This is an optimization exercise on Yosys and OpenROAD, whose aim is small area, a short achievable clock period and few clock cycles per item, not a production implementation.
The RTL was checked by simulation tests, not by an equivalence proof against the original design.

==> flow/design.v <==
module therm_rom (
    input  wire        cls,
    input  wire [7:0]  idx,
    output reg  [17:0] therm_threshold
);
    always @* begin
        case ({cls, idx})
      9'h000: therm_threshold = 18'd262143;
      9'h001: therm_threshold = 18'd262143;
      9'h002: therm_threshold = 18'd262143;
      9'h003: therm_threshold = 18'd262143;
      9'h004: therm_threshold = 18'd262143;
      9'h005: therm_threshold = 18'd262143;
      9'h006: therm_threshold = 18'd262143;
      9'h007: therm_threshold = 18'd262143;
      9'h008: therm_threshold = 18'd262143;
      9'h009: therm_threshold = 18'd262143;
      9'h00a: therm_threshold = 18'd262143;
      9'h00b: therm_threshold = 18'd262143;
      9'h00c: therm_threshold = 18'd262143;
      9'h00d: therm_threshold = 18'd262143;
      9'h00e: therm_threshold = 18'd262143;
      9'h00f: therm_threshold = 18'd262143;
      9'h010: therm_threshold = 18'd262143;
      9'h011: therm_threshold = 18'd262143;
      9'h012: therm_threshold = 18'd262143;
      9'h013: therm_threshold = 18'd262143;
      9'h014: therm_threshold = 18'd262143;
      9'h015: therm_threshold = 18'd262143;
      9'h016: therm_threshold = 18'd262143;
      9'h017: therm_threshold = 18'd262143;
      9'h018: therm_threshold = 18'd262143;
      9'h019: therm_threshold = 18'd262143;
      9'h01a: therm_threshold = 18'd262143;
      9'h01b: therm_threshold = 18'd262143;
      9'h01c: therm_threshold = 18'd262143;
      9'h01d: therm_threshold = 18'd262143;
      9'h01e: therm_threshold = 18'd262143;
      9'h01f: therm_threshold = 18'd262143;
      9'h020: therm_threshold = 18'd262143;
      9'h021: therm_threshold = 18'd262143;
      9'h022: therm_threshold = 18'd262143;
      9'h023: therm_threshold = 18'd262143;
      9'h024: therm_threshold = 18'd262143;
      9'h025: therm_threshold = 18'd262143;
      9'h026: therm_threshold = 18'd262143;
      9'h027: therm_threshold = 18'd262143;
      9'h028: therm_threshold = 18'd262143;
      9'h029: therm_threshold = 18'd262143;
      9'h02a: therm_threshold = 18'd262143;
      9'h02b: therm_threshold = 18'd262143;
      9'h02c: therm_threshold = 18'd262143;
      9'h02d: therm_threshold = 18'd262143;
      9'h02e: therm_threshold = 18'd262143;
      9'h02f: therm_threshold = 18'd262143;
      9'h030: therm_threshold = 18'd262143;
      9'h031: therm_threshold = 18'd262143;
      9'h032: therm_threshold = 18'd262143;
      9'h033: therm_threshold = 18'd262143;
      9'h034: therm_threshold = 18'd262143;
      9'h035: therm_threshold = 18'd262143;
      9'h036: therm_threshold = 18'd262143;
      9'h037: therm_threshold = 18'd262143;
      9'h038: therm_threshold = 18'd262143;
      9'h039: therm_threshold = 18'd262143;
      9'h03a: therm_threshold = 18'd262143;
      9'h03b: therm_threshold = 18'd262143;
      9'h03c: therm_threshold = 18'd262143;
      9'h03d: therm_threshold = 18'd262143;
      9'h03e: therm_threshold = 18'd262143;
      9'h03f: therm_threshold = 18'd262143;
      9'h040: therm_threshold = 18'd262143;
      9'h041: therm_threshold = 18'd262143;
      9'h042: therm_threshold = 18'd262143;
      9'h043: therm_threshold = 18'd262143;
      9'h044: therm_threshold = 18'd262143;
      9'h045: therm_threshold = 18'd262143;
      9'h046: therm_threshold = 18'd262143;
      9'h047: therm_threshold = 18'd262143;
      9'h048: therm_threshold = 18'd262143;
      9'h049: therm_threshold = 18'd262143;
      9'h04a: therm_threshold = 18'd262143;
      9'h04b: therm_threshold = 18'd262143;
      9'h04c: therm_threshold = 18'd262143;
      9'h04d: therm_threshold = 18'd262143;
      9'h04e: therm_threshold = 18'd262143;
      9'h04f: therm_threshold = 18'd262143;
      9'h050: therm_threshold = 18'd262143;
      9'h051: therm_threshold = 18'd262143;
      9'h052: therm_threshold = 18'd262143;
      9'h053: therm_threshold = 18'd262143;
      9'h054: therm_threshold = 18'd262143;
      9'h055: therm_threshold = 18'd262143;
      9'h056: therm_threshold = 18'd262143;
      9'h057: therm_threshold = 18'd262143;
      9'h058: therm_threshold = 18'd262143;
      9'h059: therm_threshold = 18'd262143;
      9'h05a: therm_threshold = 18'd262143;
      9'h05b: therm_threshold = 18'd202928;
      9'h05c: therm_threshold = 18'd191048;
      9'h05d: therm_threshold = 18'd179955;
      9'h05e: therm_threshold = 18'd169591;
      9'h05f: therm_threshold = 18'd159904;
      9'h060: therm_threshold = 18'd150843;
      9'h061: therm_threshold = 18'd142365;
      9'h062: therm_threshold = 18'd134428;
      9'h063: therm_threshold = 18'd126993;
      9'h064: therm_threshold = 18'd120025;
      9'h065: therm_threshold = 18'd113492;
      9'h066: therm_threshold = 18'd107363;
      9'h067: therm_threshold = 18'd101610;
      9'h068: therm_threshold = 18'd96209;
      9'h069: therm_threshold = 18'd91135;
      9'h06a: therm_threshold = 18'd86366;
      9'h06b: therm_threshold = 18'd81881;
      9'h06c: therm_threshold = 18'd77662;
      9'h06d: therm_threshold = 18'd73691;
      9'h06e: therm_threshold = 18'd69952;
      9'h06f: therm_threshold = 18'd66430;
      9'h070: therm_threshold = 18'd63111;
      9'h071: therm_threshold = 18'd59982;
      9'h072: therm_threshold = 18'd57030;
      9'h073: therm_threshold = 18'd54244;
      9'h074: therm_threshold = 18'd51615;
      9'h075: therm_threshold = 18'd49131;
      9'h076: therm_threshold = 18'd46785;
      9'h077: therm_threshold = 18'd44567;
      9'h078: therm_threshold = 18'd42470;
      9'h079: therm_threshold = 18'd40487;
      9'h07a: therm_threshold = 18'd38610;
      9'h07b: therm_threshold = 18'd36833;
      9'h07c: therm_threshold = 18'd35150;
      9'h07d: therm_threshold = 18'd33556;
      9'h07e: therm_threshold = 18'd32045;
      9'h07f: therm_threshold = 18'd30612;
      9'h080: therm_threshold = 18'd29254;
      9'h081: therm_threshold = 18'd26741;
      9'h082: therm_threshold = 18'd25579;
      9'h083: therm_threshold = 18'd24476;
      9'h084: therm_threshold = 18'd23428;
      9'h085: therm_threshold = 18'd22432;
      9'h086: therm_threshold = 18'd21484;
      9'h087: therm_threshold = 18'd20583;
      9'h088: therm_threshold = 18'd19726;
      9'h089: therm_threshold = 18'd18911;
      9'h08a: therm_threshold = 18'd18134;
      9'h08b: therm_threshold = 18'd17394;
      9'h08c: therm_threshold = 18'd16690;
      9'h08d: therm_threshold = 18'd16019;
      9'h08e: therm_threshold = 18'd15379;
      9'h08f: therm_threshold = 18'd14768;
      9'h090: therm_threshold = 18'd14186;
      9'h091: therm_threshold = 18'd13631;
      9'h092: therm_threshold = 18'd13101;
      9'h093: therm_threshold = 18'd12595;
      9'h094: therm_threshold = 18'd12112;
      9'h095: therm_threshold = 18'd11650;
      9'h096: therm_threshold = 18'd11209;
      9'h097: therm_threshold = 18'd10788;
      9'h098: therm_threshold = 18'd10385;
      9'h099: therm_threshold = 18'd10000;
      9'h09a: therm_threshold = 18'd9631;
      9'h09b: therm_threshold = 18'd9278;
      9'h09c: therm_threshold = 18'd8941;
      9'h09d: therm_threshold = 18'd8617;
      9'h09e: therm_threshold = 18'd8308;
      9'h09f: therm_threshold = 18'd8011;
      9'h0a0: therm_threshold = 18'd7727;
      9'h0a1: therm_threshold = 18'd7455;
      9'h0a2: therm_threshold = 18'd7194;
      9'h0a3: therm_threshold = 18'd6944;
      9'h0a4: therm_threshold = 18'd6704;
      9'h0a5: therm_threshold = 18'd6474;
      9'h0a6: therm_threshold = 18'd6253;
      9'h0a7: therm_threshold = 18'd6041;
      9'h0a8: therm_threshold = 18'd5837;
      9'h0a9: therm_threshold = 18'd5642;
      9'h0aa: therm_threshold = 18'd5454;
      9'h0ab: therm_threshold = 18'd5274;
      9'h0ac: therm_threshold = 18'd5101;
      9'h0ad: therm_threshold = 18'd4934;
      9'h0ae: therm_threshold = 18'd4774;
      9'h0af: therm_threshold = 18'd4620;
      9'h0b0: therm_threshold = 18'd4472;
      9'h0b1: therm_threshold = 18'd4329;
      9'h0b2: therm_threshold = 18'd4192;
      9'h0b3: therm_threshold = 18'd4060;
      9'h0b4: therm_threshold = 18'd3933;
      9'h0b5: therm_threshold = 18'd3811;
      9'h0b6: therm_threshold = 18'd3693;
      9'h0b7: therm_threshold = 18'd3580;
      9'h0b8: therm_threshold = 18'd3470;
      9'h0b9: therm_threshold = 18'd3365;
      9'h0ba: therm_threshold = 18'd3263;
      9'h0bb: therm_threshold = 18'd3165;
      9'h0bc: therm_threshold = 18'd3071;
      9'h0bd: therm_threshold = 18'd2980;
      9'h0be: therm_threshold = 18'd2892;
      9'h0bf: therm_threshold = 18'd2807;
      9'h0c0: therm_threshold = 18'd2726;
      9'h0c1: therm_threshold = 18'd2647;
      9'h0c2: therm_threshold = 18'd2570;
      9'h0c3: therm_threshold = 18'd2497;
      9'h0c4: therm_threshold = 18'd2426;
      9'h0c5: therm_threshold = 18'd2357;
      9'h0c6: therm_threshold = 18'd2291;
      9'h0c7: therm_threshold = 18'd2227;
      9'h0c8: therm_threshold = 18'd2165;
      9'h0c9: therm_threshold = 18'd2105;
      9'h0ca: therm_threshold = 18'd2047;
      9'h0cb: therm_threshold = 18'd1991;
      9'h0cc: therm_threshold = 18'd1937;
      9'h0cd: therm_threshold = 18'd1885;
      9'h0ce: therm_threshold = 18'd1834;
      9'h0cf: therm_threshold = 18'd1785;
      9'h0d0: therm_threshold = 18'd1737;
      9'h0d1: therm_threshold = 18'd1691;
      9'h0d2: therm_threshold = 18'd1647;
      9'h0d3: therm_threshold = 18'd1604;
      9'h0d4: therm_threshold = 18'd1562;
      9'h0d5: therm_threshold = 18'd1522;
      9'h0d6: therm_threshold = 18'd1483;
      9'h0d7: therm_threshold = 18'd1445;
      9'h0d8: therm_threshold = 18'd1408;
      9'h0d9: therm_threshold = 18'd1372;
      9'h0da: therm_threshold = 18'd1338;
      9'h0db: therm_threshold = 18'd1304;
      9'h0dc: therm_threshold = 18'd1272;
      9'h0dd: therm_threshold = 18'd1240;
      9'h0de: therm_threshold = 18'd1210;
      9'h0df: therm_threshold = 18'd1180;
      9'h0e0: therm_threshold = 18'd1152;
      9'h0e1: therm_threshold = 18'd1124;
      9'h0e2: therm_threshold = 18'd1097;
      9'h0e3: therm_threshold = 18'd1070;
      9'h0e4: therm_threshold = 18'd1045;
      9'h0e5: therm_threshold = 18'd1020;
      9'h0e6: therm_threshold = 18'd996;
      9'h0e7: therm_threshold = 18'd973;
      9'h0e8: therm_threshold = 18'd950;
      9'h0e9: therm_threshold = 18'd928;
      9'h0ea: therm_threshold = 18'd906;
      9'h0eb: therm_threshold = 18'd885;
      9'h0ec: therm_threshold = 18'd865;
      9'h0ed: therm_threshold = 18'd846;
      9'h0ee: therm_threshold = 18'd826;
      9'h0ef: therm_threshold = 18'd808;
      9'h0f0: therm_threshold = 18'd790;
      9'h0f1: therm_threshold = 18'd772;
      9'h0f2: therm_threshold = 18'd755;
      9'h0f3: therm_threshold = 18'd738;
      9'h0f4: therm_threshold = 18'd722;
      9'h0f5: therm_threshold = 18'd706;
      9'h0f6: therm_threshold = 18'd691;
      9'h0f7: therm_threshold = 18'd676;
      9'h0f8: therm_threshold = 18'd662;
      9'h0f9: therm_threshold = 18'd647;
      9'h0fa: therm_threshold = 18'd634;
      9'h0fb: therm_threshold = 18'd620;
      9'h0fc: therm_threshold = 18'd607;
      9'h0fd: therm_threshold = 18'd594;
      9'h0fe: therm_threshold = 18'd582;
      9'h0ff: therm_threshold = 18'd570;
      9'h100: therm_threshold = 18'd262143;
      9'h101: therm_threshold = 18'd262143;
      9'h102: therm_threshold = 18'd262143;
      9'h103: therm_threshold = 18'd262143;
      9'h104: therm_threshold = 18'd262143;
      9'h105: therm_threshold = 18'd262143;
      9'h106: therm_threshold = 18'd262143;
      9'h107: therm_threshold = 18'd262143;
      9'h108: therm_threshold = 18'd262143;
      9'h109: therm_threshold = 18'd262143;
      9'h10a: therm_threshold = 18'd262143;
      9'h10b: therm_threshold = 18'd262143;
      9'h10c: therm_threshold = 18'd262143;
      9'h10d: therm_threshold = 18'd262143;
      9'h10e: therm_threshold = 18'd262143;
      9'h10f: therm_threshold = 18'd262143;
      9'h110: therm_threshold = 18'd262143;
      9'h111: therm_threshold = 18'd262143;
      9'h112: therm_threshold = 18'd262143;
      9'h113: therm_threshold = 18'd262143;
      9'h114: therm_threshold = 18'd262143;
      9'h115: therm_threshold = 18'd262143;
      9'h116: therm_threshold = 18'd262143;
      9'h117: therm_threshold = 18'd262143;
      9'h118: therm_threshold = 18'd262143;
      9'h119: therm_threshold = 18'd262143;
      9'h11a: therm_threshold = 18'd262143;
      9'h11b: therm_threshold = 18'd262143;
      9'h11c: therm_threshold = 18'd262143;
      9'h11d: therm_threshold = 18'd262143;
      9'h11e: therm_threshold = 18'd262143;
      9'h11f: therm_threshold = 18'd262143;
      9'h120: therm_threshold = 18'd262143;
      9'h121: therm_threshold = 18'd262143;
      9'h122: therm_threshold = 18'd262143;
      9'h123: therm_threshold = 18'd262143;
      9'h124: therm_threshold = 18'd262143;
      9'h125: therm_threshold = 18'd262143;
      9'h126: therm_threshold = 18'd262143;
      9'h127: therm_threshold = 18'd262143;
      9'h128: therm_threshold = 18'd262143;
      9'h129: therm_threshold = 18'd262143;
      9'h12a: therm_threshold = 18'd262143;
      9'h12b: therm_threshold = 18'd262143;
      9'h12c: therm_threshold = 18'd262143;
      9'h12d: therm_threshold = 18'd262143;
      9'h12e: therm_threshold = 18'd262143;
      9'h12f: therm_threshold = 18'd262143;
      9'h130: therm_threshold = 18'd262143;
      9'h131: therm_threshold = 18'd262143;
      9'h132: therm_threshold = 18'd262143;
      9'h133: therm_threshold = 18'd262143;
      9'h134: therm_threshold = 18'd262143;
      9'h135: therm_threshold = 18'd262143;
      9'h136: therm_threshold = 18'd262143;
      9'h137: therm_threshold = 18'd262143;
      9'h138: therm_threshold = 18'd262143;
      9'h139: therm_threshold = 18'd262143;
      9'h13a: therm_threshold = 18'd262143;
      9'h13b: therm_threshold = 18'd262143;
      9'h13c: therm_threshold = 18'd262143;
      9'h13d: therm_threshold = 18'd262143;
      9'h13e: therm_threshold = 18'd262143;
      9'h13f: therm_threshold = 18'd262143;
      9'h140: therm_threshold = 18'd262143;
      9'h141: therm_threshold = 18'd262143;
      9'h142: therm_threshold = 18'd262143;
      9'h143: therm_threshold = 18'd262143;
      9'h144: therm_threshold = 18'd262143;
      9'h145: therm_threshold = 18'd262143;
      9'h146: therm_threshold = 18'd262143;
      9'h147: therm_threshold = 18'd262143;
      9'h148: therm_threshold = 18'd262143;
      9'h149: therm_threshold = 18'd262143;
      9'h14a: therm_threshold = 18'd262143;
      9'h14b: therm_threshold = 18'd262143;
      9'h14c: therm_threshold = 18'd262143;
      9'h14d: therm_threshold = 18'd262143;
      9'h14e: therm_threshold = 18'd262143;
      9'h14f: therm_threshold = 18'd262143;
      9'h150: therm_threshold = 18'd262143;
      9'h151: therm_threshold = 18'd262143;
      9'h152: therm_threshold = 18'd262143;
      9'h153: therm_threshold = 18'd262143;
      9'h154: therm_threshold = 18'd262143;
      9'h155: therm_threshold = 18'd262143;
      9'h156: therm_threshold = 18'd262143;
      9'h157: therm_threshold = 18'd262143;
      9'h158: therm_threshold = 18'd262143;
      9'h159: therm_threshold = 18'd262143;
      9'h15a: therm_threshold = 18'd262143;
      9'h15b: therm_threshold = 18'd262143;
      9'h15c: therm_threshold = 18'd262143;
      9'h15d: therm_threshold = 18'd262143;
      9'h15e: therm_threshold = 18'd262143;
      9'h15f: therm_threshold = 18'd262143;
      9'h160: therm_threshold = 18'd262143;
      9'h161: therm_threshold = 18'd262143;
      9'h162: therm_threshold = 18'd262143;
      9'h163: therm_threshold = 18'd200203;
      9'h164: therm_threshold = 18'd187316;
      9'h165: therm_threshold = 18'd175353;
      9'h166: therm_threshold = 18'd164242;
      9'h167: therm_threshold = 18'd153917;
      9'h168: therm_threshold = 18'd144316;
      9'h169: therm_threshold = 18'd135385;
      9'h16a: therm_threshold = 18'd127070;
      9'h16b: therm_threshold = 18'd119327;
      9'h16c: therm_threshold = 18'd112112;
      9'h16d: therm_threshold = 18'd105384;
      9'h16e: therm_threshold = 18'd99109;
      9'h16f: therm_threshold = 18'd93252;
      9'h170: therm_threshold = 18'd87783;
      9'h171: therm_threshold = 18'd82673;
      9'h172: therm_threshold = 18'd77898;
      9'h173: therm_threshold = 18'd73431;
      9'h174: therm_threshold = 18'd69253;
      9'h175: therm_threshold = 18'd65341;
      9'h176: therm_threshold = 18'd61678;
      9'h177: therm_threshold = 18'd58245;
      9'h178: therm_threshold = 18'd55028;
      9'h179: therm_threshold = 18'd52010;
      9'h17a: therm_threshold = 18'd49179;
      9'h17b: therm_threshold = 18'd46521;
      9'h17c: therm_threshold = 18'd44026;
      9'h17d: therm_threshold = 18'd41681;
      9'h17e: therm_threshold = 18'd39477;
      9'h17f: therm_threshold = 18'd37404;
      9'h180: therm_threshold = 18'd35455;
      9'h181: therm_threshold = 18'd31893;
      9'h182: therm_threshold = 18'd30266;
      9'h183: therm_threshold = 18'd28732;
      9'h184: therm_threshold = 18'd27287;
      9'h185: therm_threshold = 18'd25924;
      9'h186: therm_threshold = 18'd24638;
      9'h187: therm_threshold = 18'd23425;
      9'h188: therm_threshold = 18'd22279;
      9'h189: therm_threshold = 18'd21197;
      9'h18a: therm_threshold = 18'd20174;
      9'h18b: therm_threshold = 18'd19208;
      9'h18c: therm_threshold = 18'd18294;
      9'h18d: therm_threshold = 18'd17429;
      9'h18e: therm_threshold = 18'd16611;
      9'h18f: therm_threshold = 18'd15837;
      9'h190: therm_threshold = 18'd15103;
      9'h191: therm_threshold = 18'd14409;
      9'h192: therm_threshold = 18'd13750;
      9'h193: therm_threshold = 18'd13127;
      9'h194: therm_threshold = 18'd12535;
      9'h195: therm_threshold = 18'd11974;
      9'h196: therm_threshold = 18'd11441;
      9'h197: therm_threshold = 18'd10935;
      9'h198: therm_threshold = 18'd10455;
      9'h199: therm_threshold = 18'd10000;
      9'h19a: therm_threshold = 18'd9566;
      9'h19b: therm_threshold = 18'd9155;
      9'h19c: therm_threshold = 18'd8763;
      9'h19d: therm_threshold = 18'd8391;
      9'h19e: therm_threshold = 18'd8037;
      9'h19f: therm_threshold = 18'd7700;
      9'h1a0: therm_threshold = 18'd7379;
      9'h1a1: therm_threshold = 18'd7073;
      9'h1a2: therm_threshold = 18'd6782;
      9'h1a3: therm_threshold = 18'd6505;
      9'h1a4: therm_threshold = 18'd6241;
      9'h1a5: therm_threshold = 18'd5989;
      9'h1a6: therm_threshold = 18'd5749;
      9'h1a7: therm_threshold = 18'd5520;
      9'h1a8: therm_threshold = 18'd5301;
      9'h1a9: therm_threshold = 18'd5092;
      9'h1aa: therm_threshold = 18'd4893;
      9'h1ab: therm_threshold = 18'd4703;
      9'h1ac: therm_threshold = 18'd4521;
      9'h1ad: therm_threshold = 18'd4348;
      9'h1ae: therm_threshold = 18'd4182;
      9'h1af: therm_threshold = 18'd4023;
      9'h1b0: therm_threshold = 18'd3871;
      9'h1b1: therm_threshold = 18'd3726;
      9'h1b2: therm_threshold = 18'd3588;
      9'h1b3: therm_threshold = 18'd3455;
      9'h1b4: therm_threshold = 18'd3328;
      9'h1b5: therm_threshold = 18'd3206;
      9'h1b6: therm_threshold = 18'd3090;
      9'h1b7: therm_threshold = 18'd2978;
      9'h1b8: therm_threshold = 18'd2871;
      9'h1b9: therm_threshold = 18'd2768;
      9'h1ba: therm_threshold = 18'd2670;
      9'h1bb: therm_threshold = 18'd2576;
      9'h1bc: therm_threshold = 18'd2486;
      9'h1bd: therm_threshold = 18'd2399;
      9'h1be: therm_threshold = 18'd2316;
      9'h1bf: therm_threshold = 18'd2236;
      9'h1c0: therm_threshold = 18'd2159;
      9'h1c1: therm_threshold = 18'd2086;
      9'h1c2: therm_threshold = 18'd2015;
      9'h1c3: therm_threshold = 18'd1947;
      9'h1c4: therm_threshold = 18'd1882;
      9'h1c5: therm_threshold = 18'd1820;
      9'h1c6: therm_threshold = 18'd1759;
      9'h1c7: therm_threshold = 18'd1701;
      9'h1c8: therm_threshold = 18'd1646;
      9'h1c9: therm_threshold = 18'd1592;
      9'h1ca: therm_threshold = 18'd1541;
      9'h1cb: therm_threshold = 18'd1491;
      9'h1cc: therm_threshold = 18'd1443;
      9'h1cd: therm_threshold = 18'd1398;
      9'h1ce: therm_threshold = 18'd1353;
      9'h1cf: therm_threshold = 18'd1311;
      9'h1d0: therm_threshold = 18'd1270;
      9'h1d1: therm_threshold = 18'd1230;
      9'h1d2: therm_threshold = 18'd1192;
      9'h1d3: therm_threshold = 18'd1156;
      9'h1d4: therm_threshold = 18'd1120;
      9'h1d5: therm_threshold = 18'd1086;
      9'h1d6: therm_threshold = 18'd1053;
      9'h1d7: therm_threshold = 18'd1022;
      9'h1d8: therm_threshold = 18'd991;
      9'h1d9: therm_threshold = 18'd962;
      9'h1da: therm_threshold = 18'd933;
      9'h1db: therm_threshold = 18'd906;
      9'h1dc: therm_threshold = 18'd879;
      9'h1dd: therm_threshold = 18'd853;
      9'h1de: therm_threshold = 18'd829;
      9'h1df: therm_threshold = 18'd805;
      9'h1e0: therm_threshold = 18'd782;
      9'h1e1: therm_threshold = 18'd760;
      9'h1e2: therm_threshold = 18'd738;
      9'h1e3: therm_threshold = 18'd717;
      9'h1e4: therm_threshold = 18'd697;
      9'h1e5: therm_threshold = 18'd678;
      9'h1e6: therm_threshold = 18'd659;
      9'h1e7: therm_threshold = 18'd641;
      9'h1e8: therm_threshold = 18'd623;
      9'h1e9: therm_threshold = 18'd606;
      9'h1ea: therm_threshold = 18'd589;
      9'h1eb: therm_threshold = 18'd573;
      9'h1ec: therm_threshold = 18'd558;
      9'h1ed: therm_threshold = 18'd543;
      9'h1ee: therm_threshold = 18'd529;
      9'h1ef: therm_threshold = 18'd515;
      9'h1f0: therm_threshold = 18'd501;
      9'h1f1: therm_threshold = 18'd488;
      9'h1f2: therm_threshold = 18'd0;
      9'h1f3: therm_threshold = 18'd0;
      9'h1f4: therm_threshold = 18'd0;
      9'h1f5: therm_threshold = 18'd0;
      9'h1f6: therm_threshold = 18'd0;
      9'h1f7: therm_threshold = 18'd0;
      9'h1f8: therm_threshold = 18'd0;
      9'h1f9: therm_threshold = 18'd0;
      9'h1fa: therm_threshold = 18'd0;
      9'h1fb: therm_threshold = 18'd0;
      9'h1fc: therm_threshold = 18'd0;
      9'h1fd: therm_threshold = 18'd0;
      9'h1fe: therm_threshold = 18'd0;
      9'h1ff: therm_threshold = 18'd0;
            default: therm_threshold = 18'd0;
        endcase
    end
endmodule
module therm_conv (
    input  wire        clk,
    input  wire        rst,
    input  wire        in_valid,
    output wire        in_ready,
    input  wire [4:0]  in_chan,
    input  wire [15:0] in_rail,
    input  wire [15:0] in_v,
    input  wire [15:0] in_range,
    output wire        out_valid,
    input  wire        out_ready,
    output wire        out_ok,
    output wire [7:0]  out_temp
);
    localparam [1:0] S_IDLE   = 2'd0;
    localparam [1:0] S_DIV    = 2'd1;
    localparam [1:0] S_SEARCH = 2'd2;
    localparam [1:0] S_DONE   = 2'd3;
    reg [1:0]  state;
    reg        cls;         
    reg [31:0] quo;         
    reg [15:0] den;         
    reg [15:0] rem;         
    reg [5:0]  count;       
    reg [17:0] res;         
    reg [7:0]  idx;         
    reg [7:0]  sbit;        
    reg        ok;
    reg [7:0]  temp;
    wire [15:0] vc       = (in_v < in_rail) ? in_v : in_rail;
    wire        guard_ok = (vc >= 16'd3000) && ({1'b0, vc} + 17'd3000 <= {1'b0, in_rail});
    wire        noise_ok = (in_range <= 16'd1500);
    wire        valid    = guard_ok && noise_ok;
    wire [16:0] trial    = {rem, quo[31]};
    wire        take     = (trial >= {1'b0, den});
    wire [16:0] diff     = trial - {1'b0, den};
    wire [15:0] rem_next = take ? diff[15:0] : trial[15:0];
    wire [31:0] quo_next = {quo[30:0], take};
    wire [7:0]  cand = idx | sbit;
    wire [17:0] threshold;
    therm_rom u_rom (.cls(cls), .idx(cand), .therm_threshold(threshold));
    assign in_ready  = (state == S_IDLE);
    assign out_valid = (state == S_DONE);
    assign out_ok    = ok;
    assign out_temp  = temp;
    always @(posedge clk) begin
        if (rst) begin
            state <= S_IDLE;
            ok    <= 1'b0;
            temp  <= 8'd0;
        end else begin
            case (state)
                S_IDLE: begin
                    if (in_valid) begin
                        cls <= (in_chan > 5'd2);
                        if (valid) begin
                            quo   <= in_rail * 32'd10000;
                            den   <= vc;
                            rem   <= 16'd0;
                            count <= 6'd32;
                            state <= S_DIV;
                        end else begin
                            ok    <= 1'b0;
                            temp  <= 8'd0;
                            state <= S_DONE;
                        end
                    end
                end
                S_DIV: begin
                    quo   <= quo_next;
                    rem   <= rem_next;
                    count <= count - 6'd1;
                    if (count == 6'd1) begin
                        res   <= quo_next[17:0] - 18'd10000;
                        idx   <= 8'd0;
                        sbit  <= 8'h80;
                        state <= S_SEARCH;
                    end
                end
                S_SEARCH: begin
                    if (res <= threshold)
                        idx <= cand;
                    sbit <= sbit >> 1;
                    if (sbit == 8'h01) begin
                        ok    <= 1'b1;
                        temp  <= ((res <= threshold) ? cand : idx) ^ 8'h80;
                        state <= S_DONE;
                    end
                end
                S_DONE: begin
                    if (out_ready)
                        state <= S_IDLE;
                end
            endcase
        end
    end
endmodule
==> flow/run.sh <==
#!/bin/bash
# synth_recipe.tcl (not shown) runs the flow's synth.tcl, then flattens the netlist and writes it again
# the make line also repeats each setting of config.mk as NAME=value (left out here)
make -C /OpenROAD-flow-scripts/flow DESIGN_CONFIG=/design/flow/config.mk WORK_HOME=/design/flow/orfs CLKGATE_MAP_FILE= SYNTH_SCRIPT=/design/flow/synth_recipe.tcl finish
==> flow/config.mk <==
export PLATFORM = sky130hd
export DESIGN_NAME = therm_conv
export DESIGN_NICKNAME = therm_conv
export VERILOG_FILES = /design/flow/design.v
export SDC_FILE = /design/flow/constraint.sdc
export NUM_CORES = 4
export LEC_CHECK = 0
export CAP_MARGIN = 20
export CORE_MARGIN = 2
export CORE_UTILIZATION = 40
export SLEW_MARGIN = 20
export SYNTH_MEMORY_MAX_BITS = 16384
==> flow/constraint.sdc <==
create_clock -name core_clock -period 10.0 [get_ports {clk}]
set_input_delay 2.0000 -clock core_clock [delete_from_list [all_inputs] [get_ports {clk}]]
set_output_delay 2.0000 -clock core_clock [all_outputs]
set_load 0.01 [all_outputs]
==> run notes <==
[cells by family after synthesis]
group	Yosys count	synth area share
xor+xnor	54	0.0312
fa+ha+maj	224	0.201
buf+inv	294	0.0797
flops	116	0.219
simple gates	569	0.177
compound gates	628	0.259
mux	46	0.0341
[per-stage QoR]
stage	setup WS, ps	instance area (um^2)	util
6_report	2010	17100	0.453
3_5_place_dp	1580	16500	0.436
4_1_cts	2020	17100	0.452
5_1_grt	1430	17100	0.453
2_1_floorplan	1060	15400	-
3_3_place_gp	1650	16500	0.436
[cells in the mapped netlist (all sizes together), types with 6 or more instances]
cell     instances
a2111oi          7
a211oi          29
a21o            14
a21oi          176
a221oi          13
a311oi          16
a31oi           36
a32oi            7
and2            19
and3            14
buf             72
clkbuf          59
dfxtp           11
edfxtp         105
fa              40
ha             184
inv            162
mux2            16
mux2i           27
nand2          180
nand2b           6
nand3           52
nand4           12
nor2           135
nor2b           20
nor3            70
nor4            13
o2111ai          6
o211ai          26
o21a             8
o21ai          176
o21bai           6
o221ai           8
o22ai           19
o311ai          20
o31ai           12
or2             10
or3             10
or4             12
xnor2           31
xor2            23
[per-layer routing]
metal  part of all wire  GRT usage
met5                  0          0
met4              0.070      0.200
met3              0.096     0.0667
met2               0.44      0.500
met1               0.39      0.408
[sequential cells by signal, summed over array words and instances, names as in the netlist]
signal / count
res: 18
idx: 8
sbit: 8
ok: 1
rem: 16
quo: 32
state: 2
den: 16
cls: 1
temp: 8
count: 6
[critical path: cells and delay by family]
family                     cells  cell delay, ps
muxes                          1             420
xor gates and xnor gates       1             180
AOI/OAI and AO/OA              9            1930
buffers and inverters          5            2180
adders and majority gates      2             640
and+or+nand+nor                4             580
[power by group through the flow]
stage,clock (mW),combinational (mW),sequential [mW]
2_1_floorplan,0,2.17,0.706
3_3_place_gp,0,3.27,0.730
3_5_place_dp,0,3.24,0.732
4_1_cts,0.648,3.26,0.723
5_1_grt,0.668,3.63,0.734
6_report,0.634,3.41,0.724
[final cells by class]
type / instances / area share
Clock inverter: 10 / 0.00913
Inverter: 163 / 0.0360
Antenna cell: 1 / 0.000146
Clock buffer: 22 / 0.0265
Timing Repair Buffer: 110 / 0.0593
Tap cell: 511 / 0.0373
Sequential cell: 116 / 0.197
Multi-Input combinational cell: 1521 / 0.635
[worst paths after layout]
check | startpoint | end | slack, ps | depth (start not counted)
setup / recovery | in_rail[5] | rem[14]$_SDFFCE_PN0P_ | 2010 | 22
hold / removal | quo[0]$_SDFFCE_PN0P_ | res[1]$_DFFE_PP_ | 470 | 0
setup reg to reg | sbit[0]$_SDFFCE_PN0P_ | temp[5]$_SDFFE_PP0P_ | 3010 | 19
hold reg to reg | quo[0]$_SDFFCE_PN0P_ | res[1]$_DFFE_PP_ | 470 | 0
==> results.json <==
{
  "status": "complete, no violations",
  "cts.path.max_buffers": 2,
  "ys_ff_latch": 116,
  "p_clk_frac": 0.133,
  "synth_top_area_share": 0.204,
  "syn_nets": 2212,
  "path_class": "input port to flip-flop",
  "vias": 15870,
  "worstPathMaxFanout": 54,
  "switching_share": 0.541,
  "final_cell_mix": "ha_1 (183), nand2_1 (178), a21oi_1 (173)",
  "worstMarginPinSlew_ps": 1110,
  "synth_area_um2": 15400,
  "place_inst": 2420,
  "cts_tree": "yes",
  "crit_path_cell_trace": "clkdlybuf4s50_1 > inv_1 > ha_1 > nand2_1 > nor3_2 > a21oi_1 > o21ai_2 > buf_4 > mux2i_1 > a21oi_1 > xnor2_1 > ha_1 > and4_1 > a2111oi_0 > o21ai_0 > o21ai_0 > a21oi_1 > nor4_4 > buf_4 > o21bai_1 > a21oi_4 > buf_4",
  "cpPeakStageDelay_ps": 770,
  "grt_pass1_wl_mm": 98.3,
  "dieArea_um2": 40100,
  "drc": 0,
  "gp_congestion": 1.06,
  "power_density_nw_per_um2": 279,
  "start_kind": "input port",
  "viasPerCell": 6.47,
  "ir_worst_vdd_mv": 0.142,
  "clk_latency_ps": 420,
  "cts_buffers": 17,
  "firstDrtPassIters": 6,
  "fin_tns_setup_ps": 0,
  "internal-power_mw": 2.19,
  "final_net_count": 2210,
  "slew_viol_final": 0,
  "cts-resized-gates": 0,
  "grt_pass1_vias": 15523,
  "wl_per_cell_um": 26.7,
  "cp_slowest_cell": "clkdlybuf4s50_1",
  "clkSlewWorstSetupHoldPaths_ps": 50,
  "ys_warn_count": 2,
  "synth.avg_cell_area_um2": 7.99,
  "syn_to_final_growth_pct": 11.1,
  "p_leak_nw": 6.90,
  "combPwrFrac": 0.715,
  "drive_gt1_frac": 0.0685,
  "num-fill-cells": 3837,
  "finalCritPeriodShare": 0.799,
  "synthTopCellsByArea": "edfxtp_1 (20%), ha_1 (15%), a21oi_1 (5.6%), fa_1 (5.2%), o21ai_0 (5.2%)",
  "seqPwrFrac": 0.152,
  "ys_seq_area_frac": 0.219,
  "top_level_ports": 68,
  "rsz0062_at_grt": "false",
  "synthFlopType": "edfxtp_1",
  "ctsHoldBuffers": 0,
  "hp-class": "flip-flop to flip-flop",
  "hold_viol": 0,
  "core_area_um2": 37800,
  "clock.fmax_mhz": 125,
  "cap_violations": 0,
  "skew_ps": 12.9,
  "regArea_um2": 3370,
  "dp_hpwl_mm": 46.7,
  "port_buffers": 67,
  "fin_cells": 2454,
  "grt_usage": 0.321,
  "clock-sinks": 116,
  "synth_edf_count": 105,
  "holdWs_ps": 468,
  "antenna_found_initial": 1,
  "die_w_um": 200,
  "ys_types": 95,
  "crit_required_ps": 10040,
  "grt_max_degree": 144,
  "critPathCaptureType": "flip-flop",
  "post-route-min-period_ps": 7990,
  "cts_root_buffer": "clkbuf_16",
  "final_common_cell": "ha_1",
  "worstPathArrival_ps": 8030,
  "yosys.area.top_type": "edfxtp_1",
  "cts_max_level": 4,
  "setup_viol": 0,
  "syn_inst": 1931,
  "grt_overflow": 0,
  "switchingPower_mw": 2.58,
  "std_cell_rows": 71,
  "relSlewSlack": 0.263,
  "drt_iter0_markers": 1873,
  "power_mw": 4.77,
  "fp.dieH_um": 200,
  "postRouteAntennaNets": 0,
  "cts_setup_buffers": 0,
  "multi_input_area_um2": 10900,
  "postSynth.asyncResetShare": 0,
  "initial_core_util": 0.408,
  "routed_wl_mm": 65.5
}
Testbench counts, summed over its fixed seeds: cycles 57,800, items 1,600.

[re-timing with driven ports]
The results above use ideal ports. As a check the final layout listed here was re-extracted and re-timed, cells and wires unchanged.
Step 1 (the two cells are an assumption about what drives the block):
set clk [get_ports {clk}]
set_driving_cell -lib_cell sky130_fd_sc_hd__clkbuf_16 $clk
set_driving_cell -lib_cell sky130_fd_sc_hd__buf_2 [delete_from_list [all_inputs] $clk]
Step 2 moves the port delays by t, midway between the first and last clock arrival at a register: inputs arrive t later, outputs are due t later. That takes back most of the time a late clock gives input paths.
Slacks: ideal ports / drivers / drivers and shift; pairs: ideal ports / drivers.
t (ns): 0.465
slack for setup (ns): 2.007 / 2.039 / 1.575
latest minus earliest clock arrival (ns): 0.013 / 0.013
worst data-port slew with drivers (ns): 0.06
After both steps setup and hold are still met in this run. For this run, drivers alone change the setup slack by +0.032 ns; drivers and shift together by -0.432 ns.
